Source: an optimization exercise on an open RTL-to-GDS flow (aim: a short achievable clock period and few clock cycles). Production flows keep margins and buffers that such runs may drop. RTL that was checked went through simulation tests only; none was proved equivalent to the original. Power figures rest on the tool's default switching activity, not on a simulated workload.

Setup of ember:
Design aaf_compositor, start of the top module:
module aaf_compositor (
    input  wire        clk,
    input  wire        rst,
    input  wire        start,
    input  wire [1:0]  cmd,
    input  wire [1:0]  depth,         
    input  wire        swap,
    input  wire        mirror_en,
    input  wire [7:0]  pal_idx,
    input  wire [15:0] width,
    input  wire [15:0] rows,
    input  wire [15:0] obj_x,         
    input  wire [15:0] blk_y,         
    input  wire [15:0] dest_x,        
    input  wire [15:0] dest_y,        
    input  wire [15:0] dest_stride,
    input  wire [15:0] dest_rows,
    input  wire [15:0] clip_x0,       
    input  wire [15:0] clip_y0,       
    input  wire [15:0] clip_x1,       
    input  wire [15:0] clip_y1,       
    input  wire [15:0] mirror_ofs,    
    input  wire [31:0] pal_addr,
    input  wire [31:0] dbuf_addr,
    input  wire [31:0] dest_addr,
    output wire        ready,
    output reg         done,
    output reg  [3:0]  status,
    output reg  [31:0] r0,
    output reg  [31:0] r1,
    output reg  [31:0] r2,
    output wire        mem_req,
    output wire        mem_we,
    output wire [31:0] mem_addr,
    output wire [31:0] mem_wdata,
    output wire [3:0]  mem_wstrb,
    input  wire [31:0] mem_rdata,
    input  wire        mem_ack
);
Size in the first run: roughly 26000 cells after synthesis, ~7000 flip-flops, ~530 I/O pins.
export LEC_CHECK = 0
export ABC_CLOCK_PERIOD_IN_PS = 4000
export CAP_MARGIN = 20
export CORE_MARGIN = 2
export CORE_UTILIZATION = 40
export PLACE_DENSITY = 0.55
export SETUP_SLACK_MARGIN = 5
export SLEW_MARGIN = 20
export SYNTH_MEMORY_MAX_BITS = 8192
create_clock -name core_clock -period 12.0 [get_ports {clk}]
standard.sh (not shown) runs the stock make flow with config.mk's settings and CLKGATE_MAP_FILE= SYNTH_SCRIPT=/design/flow/synth_recipe.tcl, a recipe that flattens the netlist after the stock synthesis.
==> flow/flow/run.sh <==
#!/bin/bash
set -euo pipefail
MARGIN=${MARGIN:-8}
sed "s/SETUP_SLACK_MARGIN=[^ ]*/SETUP_SLACK_MARGIN=${MARGIN}/" standard.sh > standard_margin.sh
grep -q "SETUP_SLACK_MARGIN=${MARGIN}" standard_margin.sh
bash standard_margin.sh > make_flow.log 2>&1
#### Input delta (amber over ember)
==> flow/run.sh (new file) <==
#!/bin/bash
# synth_recipe.tcl (not shown) runs the flow's synth.tcl, then flattens the netlist and writes it again
# the make line also repeats each setting of config.mk as NAME=value (left out here)
make -C /OpenROAD-flow-scripts/flow DESIGN_CONFIG=/design/flow/config.mk WORK_HOME=/design/flow/orfs CLKGATE_MAP_FILE= SYNTH_SCRIPT=/design/flow/synth_recipe.tcl finish
removed: flow/flow/run.sh
removed: flow/standard.sh
Findings:
- When the final numbers for ember and amber were put side by side, the cell count of the worst reg-to-reg path turned out to be greater in ember.
- Compared to ember, amber has sequential share of layout area 3.2 points higher.
- On largest stage delay on the critical path, the higher figure sits with amber, not ember.
- Compared amber vs ember, and number of detailed-routing iterations run before antenna repair is down in amber.
- amber against ember; power density over the cells is up by a few percent.
- Diff amber..ember | multi-input combinational cell count | negligible
- Of ember and amber, the run reporting the lower final cell count without fillers was amber.
Function was not checked in any run of this note: the RTL went through the layout flow alone.

aaf_compositor, a different RTL version from the one above (not shown whole).
Size in the first run: about 7300 flip-flops, about 530 I/O pins.
export LEC_CHECK = 0
export ABC_CLOCK_PERIOD_IN_PS = 4000
export CAP_MARGIN = 20
export CORE_MARGIN = 2
export CORE_UTILIZATION = 40
export PLACE_DENSITY = 0.55
export SETUP_SLACK_MARGIN = 5
export SLEW_MARGIN = 20
export SYNTH_MEMORY_MAX_BITS = 8192
create_clock -name core_clock -period 12.0 [get_ports {clk}]
==> flow/flow/run.sh <==
#!/bin/bash
set -euo pipefail
MARGIN=${MARGIN:-8.5}
sed "s/SETUP_SLACK_MARGIN=[^ ]*/SETUP_SLACK_MARGIN=${MARGIN}/" standard.sh > standard_margin.sh
grep -q "SETUP_SLACK_MARGIN=${MARGIN}" standard_margin.sh
bash standard_margin.sh > make_flow.log 2>&1
Testbench counts at the start, summed over its fixed seeds: cycles 48,507.
==> next run, changes <==
ABC_CLOCK_PERIOD_IN_PS = 2000   (was 4000)
Via count does not change. Hold slack stays the same. Maximum frequency is unchanged. Total power stays the same. Global-route usage is unchanged. Die area is unchanged. Core utilization does not change. Cell area is unchanged. Synthesized cell count stays the same. Synthesized area stays the same.

Another version of the RTL of aaf_compositor (not shown whole).
Size: ~8,100 flip-flops, roughly 530 I/O pins, roughly 400,000 sq um of cells after synthesis.
==> flow/config.mk <==
export PLATFORM = sky130hd
export DESIGN_NAME = aaf_compositor
export DESIGN_NICKNAME = aaf_compositor
export VERILOG_FILES = /design/flow/design.v
export SDC_FILE = /design/flow/constraint.sdc
export NUM_CORES = 8
export LEC_CHECK = 0
export ABC_CLOCK_PERIOD_IN_PS = 4000
export CAP_MARGIN = 20
export CORE_MARGIN = 2
export CORE_UTILIZATION = 30
export PLACE_DENSITY = 0.5
export SETUP_SLACK_MARGIN = 5
export SLEW_MARGIN = 20
export SYNTH_MEMORY_MAX_BITS = 8192
==> flow/constraint.sdc <==
create_clock -name core_clock -period 12.0 [get_ports {clk}]
set_input_delay 2.4000 -clock core_clock [delete_from_list [all_inputs] [get_ports {clk}]]
set_output_delay 2.4000 -clock core_clock [all_outputs]
set_load 0.01 [all_outputs]
Scripts as last shown in full above: flow/flow/run.sh
The baseline died in global routing (5_1_grt).
Change:
- CORE_UTILIZATION: 30 -> 40
- PLACE_DENSITY: 0.5 -> 0.55
Effect: The new run stopped in global routing (5_1_grt) with GRT-0116. Synthesized area stays the same. Synthesized cell count is unchanged.
Function was not checked in any run of this note: the RTL went through the layout flow alone.

## alpha
Another version of the RTL of aaf_compositor (not shown whole).
For scale: about 26000 cells after synthesis, roughly 7100 flip-flops, ~530 I/O pins.
Settings: LEC_CHECK=0, ABC_CLOCK_PERIOD_IN_PS=4000, CAP_MARGIN=20, CORE_MARGIN=2, CORE_UTILIZATION=55, PLACE_DENSITY=0.7, SETUP_SLACK_MARGIN=5, SLEW_MARGIN=20, SYNTH_MEMORY_MAX_BITS=8192; clock period 12.0 ns.
Scripts as last shown in full above: flow/flow/run.sh
Testbench counts of alpha, summed over its fixed seeds: cycles 48,730.
The following lists how beta was set up differently from alpha:
Settings: a change of PLACE_DENSITY from 0.7 to 0.55; a change of CORE_UTILIZATION from 55 to 40.
Results
Per the comparison of beta with alpha, latest clock arrival within the worst-skew pair fell by 0.06 ns, overall routed net length +about 2%.
Between alpha and beta, the total routed wire length on the met1 layer is higher for beta.
alpha has lower maximum count of clock buffers along a single path than beta.
Between beta and alpha, it is beta whose area of all placed cells without fillers is higher, by about 1.7%.

-- separate check: timing with driven ports --
How much do the figures lean on ideal ports? The routed layouts below were timed once more, with nothing changed but the port constraints.
Step 1 sets driving cells, clkbuf_16 on the clock port and buf_2 on the other inputs (assumed; they add their load-dependent delay and slew).
Step 2 times the ports against the registers' clock, not the clock port: input delays grow and output delays shrink by t, the midpoint of the rising clock arrivals with the driver on.
Three values: ideal, step 1, step 2; two values: the first two.
run | shift t [ns] | setup slack, ns | cell pins on the clock port's net
ember | 1.247 | 6.534 / 6.534 / 5.765 | 1
amber | 1.216 | 5.294 / 5.358 / 4.193 | 1
the first run of note 2 | 1.224 | 6.831 / 6.831 / 5.778 | 1
the second run of note 2 | 1.224 | 6.831 / 6.831 / 5.778 | 1
alpha | 1.315 | 6.803 / 6.803 / 6.091 | 1
beta | 1.256 | 6.907 / 6.907 / 6.182 | 1
After both steps every run listed still meets setup and hold. The setup slack of amber, which loses most, moves by +0.064 ns with the drivers and by -1.101 ns with both steps.
